Background: an optimization exercise with open tools, aiming at small area. Do not read the settings as production practice. In this exercise RTL edits were held to simulation tests only and were not proved equivalent to the original.

## AL
==> flow/design.v <==
module fdc_bridge_core (
    input  wire         clk,
    input  wire         rst,
    input  wire [3:0]   op,
    input  wire [1:0]   op_idx,         
    input  wire [15:0]  op_wdata,       
    input  wire         op_drive,       
    input  wire         op_level,       
    input  wire [2:0]   op_bit,         
    input  wire [127:0] key_matrix,     
    input  wire [7:0]   ctl_data_in,    
    input  wire [7:0]   ctl_reg_in,     
    output wire [15:0]  bus_rdata,
    output wire         irq,
    output wire         dmar,
    output wire         ctl_data_wr,
    output wire         ctl_data_rd,
    output wire [7:0]   ctl_data_out,
    output wire         ctl_reg_wr,
    output wire         ctl_reg_rd,
    output wire [1:0]   ctl_reg_addr,
    output wire [7:0]   ctl_reg_out,
    output wire         ctl_soft_reset,
    output wire         ctl_set_floppy,
    output wire [1:0]   ctl_floppy,
    output wire         drv_side,
    output wire [1:0]   drv_motor,
    output wire [6:0]   key_pos,
    output wire         key_pressed,
    output wire [3:0]   rep_an,
    output wire         rep_dg1
);
    localparam [2:0] BS_IDLE = 3'd0,
                     BS_WR1  = 3'b001,
                     BS_WR2  = 3'b010,
                     BS_RD1  = 3'b110,
                     BS_RD2  = 3'b101;
    reg [2:0]   bs;
    reg         den, ddw;           
    reg [7:0]   dcr;
    reg [15:0]  ol;
    reg [7:0]   wl;                 
    reg         dip;
    reg         p4;                 
    reg [1:0]   mc;
    reg [1:0]   wps;
    reg [7:0]   mask;
    reg [7:1]   pend;               
    reg [127:0] kprev;
    reg [6:0]   kcur;
    reg         kevt;
    reg         kprs;
    reg         drq, firq;
    reg [1:0]   rdy;
    wire [7:0] c = op_wdata[15:8];
    wire [7:0] d = op_wdata[7:0];
    wire op_rd   = (op == 4'd1);
    wire op_wr   = (op == 4'd2);
    wire idx02   = ~op_idx[0];
    wire idx2    = op_idx[1];
    wire cw      = op_wr & (op_idx == 2'd1);       
    wire srst    = cw & c[4];                      
    wire clr     = rst | srst;
    wire st_idle = ~bs[0] & ~bs[1];
    wire st_wr1  = bs[0] & ~bs[2];
    wire st_wr2  = bs[1] & ~bs[2];
    wire st_rd1  = bs[1] & bs[2];
    wire st_rd2  = bs[0] & bs[2];
    wire drd      = op_rd & idx02;
    wire dwr      = op_wr & idx02;
    wire drd_ok   = drd & st_rd2;
    wire dwr_ok   = dwr & st_wr1;
    wire tc       = (drd_ok | dwr_ok) & idx2;      
    wire drq_op   = (op == 4'd3);
    wire rise     = drq_op & ~drq & op_level;
    wire r_idle   = rise & st_idle;
    wire r_start  = r_idle & den;
    wire cw_start = cw & (st_idle | c[4]) & c[5] & drq;
    wire start    = r_start | cw_start;
    wire start_dd = cw ? c[6] : ddw;               
    wire start_rd = start & ~start_dd;
    wire start_wr = start & start_dd;
    wire rd1_go   = rise & st_rd1;
    wire wr2_go   = rise & st_wr2;
    wire adw = c[3], sct = c[2];
    wire [1:0] sel    = {~dcr[3], dcr[3] & ~dcr[0]};
    wire [1:0] newsel = {~d[3], d[3] & ~d[0]};
    wire [1:0] selb   = c[4] ? 2'b00 : sel;
    wire       dcr_wr = cw & adw & ~sct;
    wire nr = ~rst;
    assign ctl_data_rd    = nr & (start_rd | rd1_go);
    assign ctl_data_wr    = nr & (dwr_ok | wr2_go);
    assign ctl_data_out   = op_wr ? ~op_wdata[15:8] : wl;
    assign ctl_reg_wr     = nr & cw & adw & sct;
    assign ctl_reg_rd     = nr & cw & ~adw & sct;
    assign ctl_reg_addr   = c[1:0];
    assign ctl_reg_out    = ~d;
    assign ctl_soft_reset = nr & srst;
    assign ctl_set_floppy = rst | srst | (dcr_wr & (newsel != selb));
    assign ctl_floppy     = (nr & adw & ~sct) ? newsel : 2'b00;
    assign rep_an[0]      = nr & drd & ~st_rd2;
    assign rep_an[1]      = nr & dwr & ~st_wr1;
    assign rep_an[2]      = nr & r_idle & ~den;
    assign rep_an[3]      = nr & rise & (st_wr1 | st_rd2);
    assign rep_dg1        = nr & dcr_wr & ~d[3] & ~d[0];
    assign bus_rdata   = (op_idx == 2'd3) ? 16'h64C0 : ol;
    assign irq         = |(mask & {pend[7:5], p4, pend[3:1], kevt});
    assign dmar        = bs[0];
    assign drv_side    = ~dcr[7];
    assign drv_motor   = {~dcr[4], ~dcr[1]};
    assign key_pos     = kcur;
    assign key_pressed = kprs;
    wire       kfound;
    wire [6:0] kpos;
    wire [127:0] kdec;
    wire       kval;
    wire       ktick = (op == 4'd9) & ~kevt;
    fdc_kscan u_kscan (.key_matrix(key_matrix), .kprev(kprev), .kcur(kcur),
                       .en(ktick), .found(kfound), .pos(kpos), .kdec(kdec),
                       .kval(kval));
    wire [1:0] mc_b  = c[4] ? 2'b00 : mc;
    wire [1:0] wps_b = c[4] ? 2'b00 : wps;
    wire [7:0] dcr_b = c[4] ? 8'hFF : dcr;
    wire       dip_c = dip & ~c[4] & ~c[7];        
    wire [1:0] mc_c  = dcr_wr ? (mc_b & ~{d[5], d[2]}) : mc_b;
    always @(posedge clk) begin
        if (rst) begin
            bs   <= BS_IDLE;
            den  <= 1'b0;
            dcr  <= 8'hFF;
            ol   <= 16'h0000;
            dip  <= 1'b0;
            p4   <= 1'b0;
            mc   <= 2'b00;
            wps  <= 2'b00;
            mask <= 8'h00;
            pend <= 7'h00;
            kcur <= 7'd0;
            kevt <= 1'b0;
            kprs <= 1'b0;
        end else begin
            if (start_rd)             bs <= BS_RD1;
            else if (start_wr)        bs <= BS_WR1;
            else if (srst)            bs <= BS_IDLE;
            else if (dwr_ok)          bs <= BS_WR2;
            else if (rd1_go)          bs <= BS_RD2;
            else if (drd_ok | wr2_go) bs <= BS_IDLE;
            if (cw) begin
                den <= c[5];
            end else if (tc) begin
                den <= 1'b0;
            end
            if (srst | dcr_wr)
                dcr <= dcr_wr ? d : 8'hFF;
            if (cw) begin
                ol[15:8] <= start_rd ? ~ctl_data_in
                          : {firq, dip_c, mc_c[1], wps_b[1], rdy[1],
                             mc_c[0], wps_b[0], rdy[0]};
                if (~adw)
                    ol[7:0] <= sct ? ~ctl_reg_in : dcr_b;
                else if (c[4])
                    ol[7:0] <= 8'h00;
            end else begin
                if (start_rd) ol[15:8] <= ~ctl_data_in;
                if (rd1_go)   ol[7:0]  <= ~ctl_data_in;
            end
            if (cw) begin
                dip <= dip_c;
                p4  <= p4 & ~c[4] & ~c[7];
            end else begin
                if (tc) dip <= 1'b1;
                if (tc | (op == 4'd8)) p4 <= 1'b1;
            end
            if (cw)              mc <= mc_c;
            else if (op == 4'd8) mc[op_drive] <= 1'b1;
            if (srst)
                wps <= 2'b00;
            else if (op == 4'd6 && sel == {op_drive, ~op_drive})
                wps[op_drive] <= ~op_level;
            if (srst) begin
                mask <= 8'h00;
                pend <= 7'h00;
            end else begin
                if (op == 4'd11) mask[op_bit] <= op_level;
                if (op == 4'd12 && op_bit != 3'd0 && op_bit != 3'd4)
                    pend[op_bit] <= op_level;
            end
            if (srst) begin
                kcur <= 7'd0;
                kevt <= 1'b0;
                kprs <= 1'b0;
            end else if (ktick & kfound) begin
                kcur <= kpos;
                kevt <= 1'b1;
                kprs <= kval;
            end else if (op == 4'd10) begin
                kevt <= 1'b0;
            end
        end
    end
    always @(posedge clk) begin
        if (clr) kprev <= 128'd0;
        else     kprev <= kprev ^ kdec;
    end
    always @(posedge clk) begin
        if (cw)     ddw <= c[6];
        if (st_wr1) wl  <= ~op_wdata[7:0];
    end
    always @(posedge clk) begin
        if (!rst) begin
            if (drq_op)       drq  <= op_level;
            if (op == 4'd4)   firq <= op_level;
            if (op == 4'd5)   rdy[op_drive] <= op_level;
        end
    end
endmodule
module fdc_kscan(input [127:0] key_matrix, input [127:0] kprev, input [6:0] kcur, input en,
             output found, output [6:0] pos, output [127:0] kdec, output kval);
    wire [127:0] kdiff = key_matrix ^ kprev;
    genvar gi;
    function automatic [5:0] ffs; input [31:0] x; integer l, n; reg [31:0] v; reg [159:0] id; reg [31:0] v2; reg [159:0] id2; begin
        v = x; id = 0;
        for (l = 0; l < 5; l = l + 1) begin
            v2 = 0; id2 = 0;
            for (n = 0; n < (32 >> (l+1)); n = n + 1) begin
                v2[n] = v[2*n] | v[2*n+1];
                id2[5*n +: 5] = v[2*n] ? id[5*(2*n) +: 5] : (id[5*(2*n+1) +: 5] | (1 << l));
            end
            v = v2; id = id2;
        end
        ffs = {v[0], id[4:0]};
    end endfunction
    wire [1:0] kb = kcur[6:5];
    wire [4:0] kl = kcur[4:0];
    wire [3:0] bv; wire [19:0] bi;
    generate for (gi = 0; gi < 4; gi = gi + 1) begin : gbf
        assign {bv[gi], bi[5*gi +: 5]} = ffs(kdiff[32*gi +: 32]);
    end endgenerate
    reg [31:0] e; integer j;
    always @(*) begin e = 0; for (j = 0; j < 4; j = j + 1) e = e | (kdiff[32*j +: 32] & {32{kb == j}}); end
    wire [31:0] egt;
    generate for (gi = 0; gi < 32; gi = gi + 1) begin : gg
        assign egt[gi] = gi > kl;
    end endgenerate
    wire ehit; wire [4:0] eidx;
    assign {ehit, eidx} = ffs(e & egt);
    reg [1:0] cb; reg cf; integer m;
    reg [1:0] bb;
    always @(*) begin cb = kb; cf = 1'b0;
        for (m = 4; m >= 1; m = m - 1) begin bb = kb + m; if (bv[bb]) begin cb = bb; cf = 1'b1; end end
    end
    wire [4:0] cidx = bi[5*cb +: 5];
    assign found = cf;
    assign pos = ehit ? {kb, eidx} : {cb, cidx};
    wire go = en & cf;
    wire [7:0] pa; wire [15:0] pb;
    generate for (gi = 0; gi < 8; gi = gi + 1) begin : gpa
        assign pa[gi] = go & (pos[6:4] == gi);
    end
    for (gi = 0; gi < 16; gi = gi + 1) begin : gpb
        assign pb[gi] = (pos[3:0] == gi);
    end
    for (gi = 0; gi < 128; gi = gi + 1) begin : gpd
        assign kdec[gi] = pa[gi/16] & pb[gi%16];
    end endgenerate
    wire [7:0] kvr;
    generate for (gi = 0; gi < 8; gi = gi + 1) begin : gkv
        assign kvr[gi] = pa[gi] & |(pb & key_matrix[16*gi +: 16]);
    end endgenerate
    assign kval = |kvr;
endmodule
export LEC_CHECK = 0
export CAP_MARGIN = 0
export CORE_MARGIN = 2
export CORE_UTILIZATION = 40
export PLACE_DENSITY = 0.6
export SLEW_MARGIN = 0
create_clock -name core_clock -period 14.0 [get_ports {clk}]
standard.sh (not shown) runs the stock make flow with config.mk's settings and CLKGATE_MAP_FILE= SYNTH_SCRIPT=/design/flow/synth_recipe.tcl, a recipe that flattens the netlist after the stock synthesis.
==> flow/flow/run.sh <==
#!/bin/bash
# Standard ORFS layout, with the port buffers that buffer_ports inserts
# made of the smallest buffer cell, and clock tree synthesis with small
# clock buffers and without dummy loads.
set -euo pipefail
export BUFFER_PORTS_ARGS="-buffer_cell sky130_fd_sc_hd__buf_1"
export CTS_ARGS="-sink_clustering_enable -repair_clock_nets -root_buf sky130_fd_sc_hd__clkbuf_16 -buf_list sky130_fd_sc_hd__clkbuf_8 -dont_use_dummy_load"
bash standard.sh > standard_flow.log 2>&1
AL finished all stages; the layout is clean.
--- input diff AL..TR ---
diff --git a/flow/design.v b/flow/design.v
--- a/flow/design.v
+++ b/flow/design.v
@@ -85,7 +85,6 @@
     wire adw = c[3], sct = c[2];
     wire [1:0] sel    = {~dcr[3], dcr[3] & ~dcr[0]};
     wire [1:0] newsel = {~d[3], d[3] & ~d[0]};
-    wire [1:0] selb   = c[4] ? 2'b00 : sel;
     wire       dcr_wr = cw & adw & ~sct;
     wire nr = ~rst;
     assign ctl_data_rd    = nr & (start_rd | rd1_go);
@@ -96,7 +95,7 @@
     assign ctl_reg_addr   = c[1:0];
     assign ctl_reg_out    = ~d;
     assign ctl_soft_reset = nr & srst;
-    assign ctl_set_floppy = rst | srst | (dcr_wr & (newsel != selb));
+    assign ctl_set_floppy = rst | srst | (dcr_wr & (newsel != sel));
     assign ctl_floppy     = (nr & adw & ~sct) ? newsel : 2'b00;
     assign rep_an[0]      = nr & drd & ~st_rd2;
     assign rep_an[1]      = nr & dwr & ~st_wr1;
@@ -236,8 +235,7 @@
     generate for (gi = 0; gi < 4; gi = gi + 1) begin : gbf
         assign {bv[gi], bi[5*gi +: 5]} = ffs(kdiff[32*gi +: 32]);
     end endgenerate
-    reg [31:0] e; integer j;
-    always @(*) begin e = 0; for (j = 0; j < 4; j = j + 1) e = e | (kdiff[32*j +: 32] & {32{kb == j}}); end
+    wire [31:0] e = kdiff[32*kb +: 32];
     wire [31:0] egt;
     generate for (gi = 0; gi < 32; gi = gi + 1) begin : gg
         assign egt[gi] = gi > kl;
Notes after the runs:
Nothing crashed in TR and all stages finished; the problem is that the final layout failed, the offending checks being max-capacitance violations, max-slew violations. Diff TR..AL | proportion of synthesized flip-flops having asynchronous set or reset | unchanged. Comparing AL and TR, final standard cell utilization of the core is lower on TR. When the final numbers for AL and TR were put side by side, the portion of netlist area occupied by mux cells turned out to be smaller in AL. Multi-input gate count for TR is higher than for AL. Relative to AL, the synthesized net count of TR is higher by 15. Area: TR vs AL -> TR larger. Looking at met1 wire length, TR sits 19% above AL. STATUS worst setup slack after layout: TR wins against AL. Comparing AL and TR, the lower wire length of the first global-routing pass is on AL. Measured against each other, AL and TR differ in number of detailed-route iterations in the first pass, the higher figure coming from TR.

static timing again, ports no longer ideal:
The results above use ideal ports. As a check the final layouts listed here were re-extracted and re-timed, cells and wires unchanged. Step 1, drivers: a clkbuf_16 drives clk and a buf_2 each remaining input, both assumed. Step 2 moves the port delays by t, midway between the first and last clock arrival at a register: inputs arrive t later, outputs are due t later. That takes back most of the time a late clock gives input paths. a / b / c = ideal ports / drivers / drivers and shift; a / b = the first two.
run | t (ns) | setup WS [ns] | worst data-port slew with drivers (ns)
AL | 0.484 | 4.464 / 4.497 / 4.013 | 0.05
TR | 0.475 | 4.942 / 4.975 / 4.501 | 0.05
For AL, which loses most, drivers alone change the setup slack by +0.033 ns; drivers and shift together by -0.451 ns.
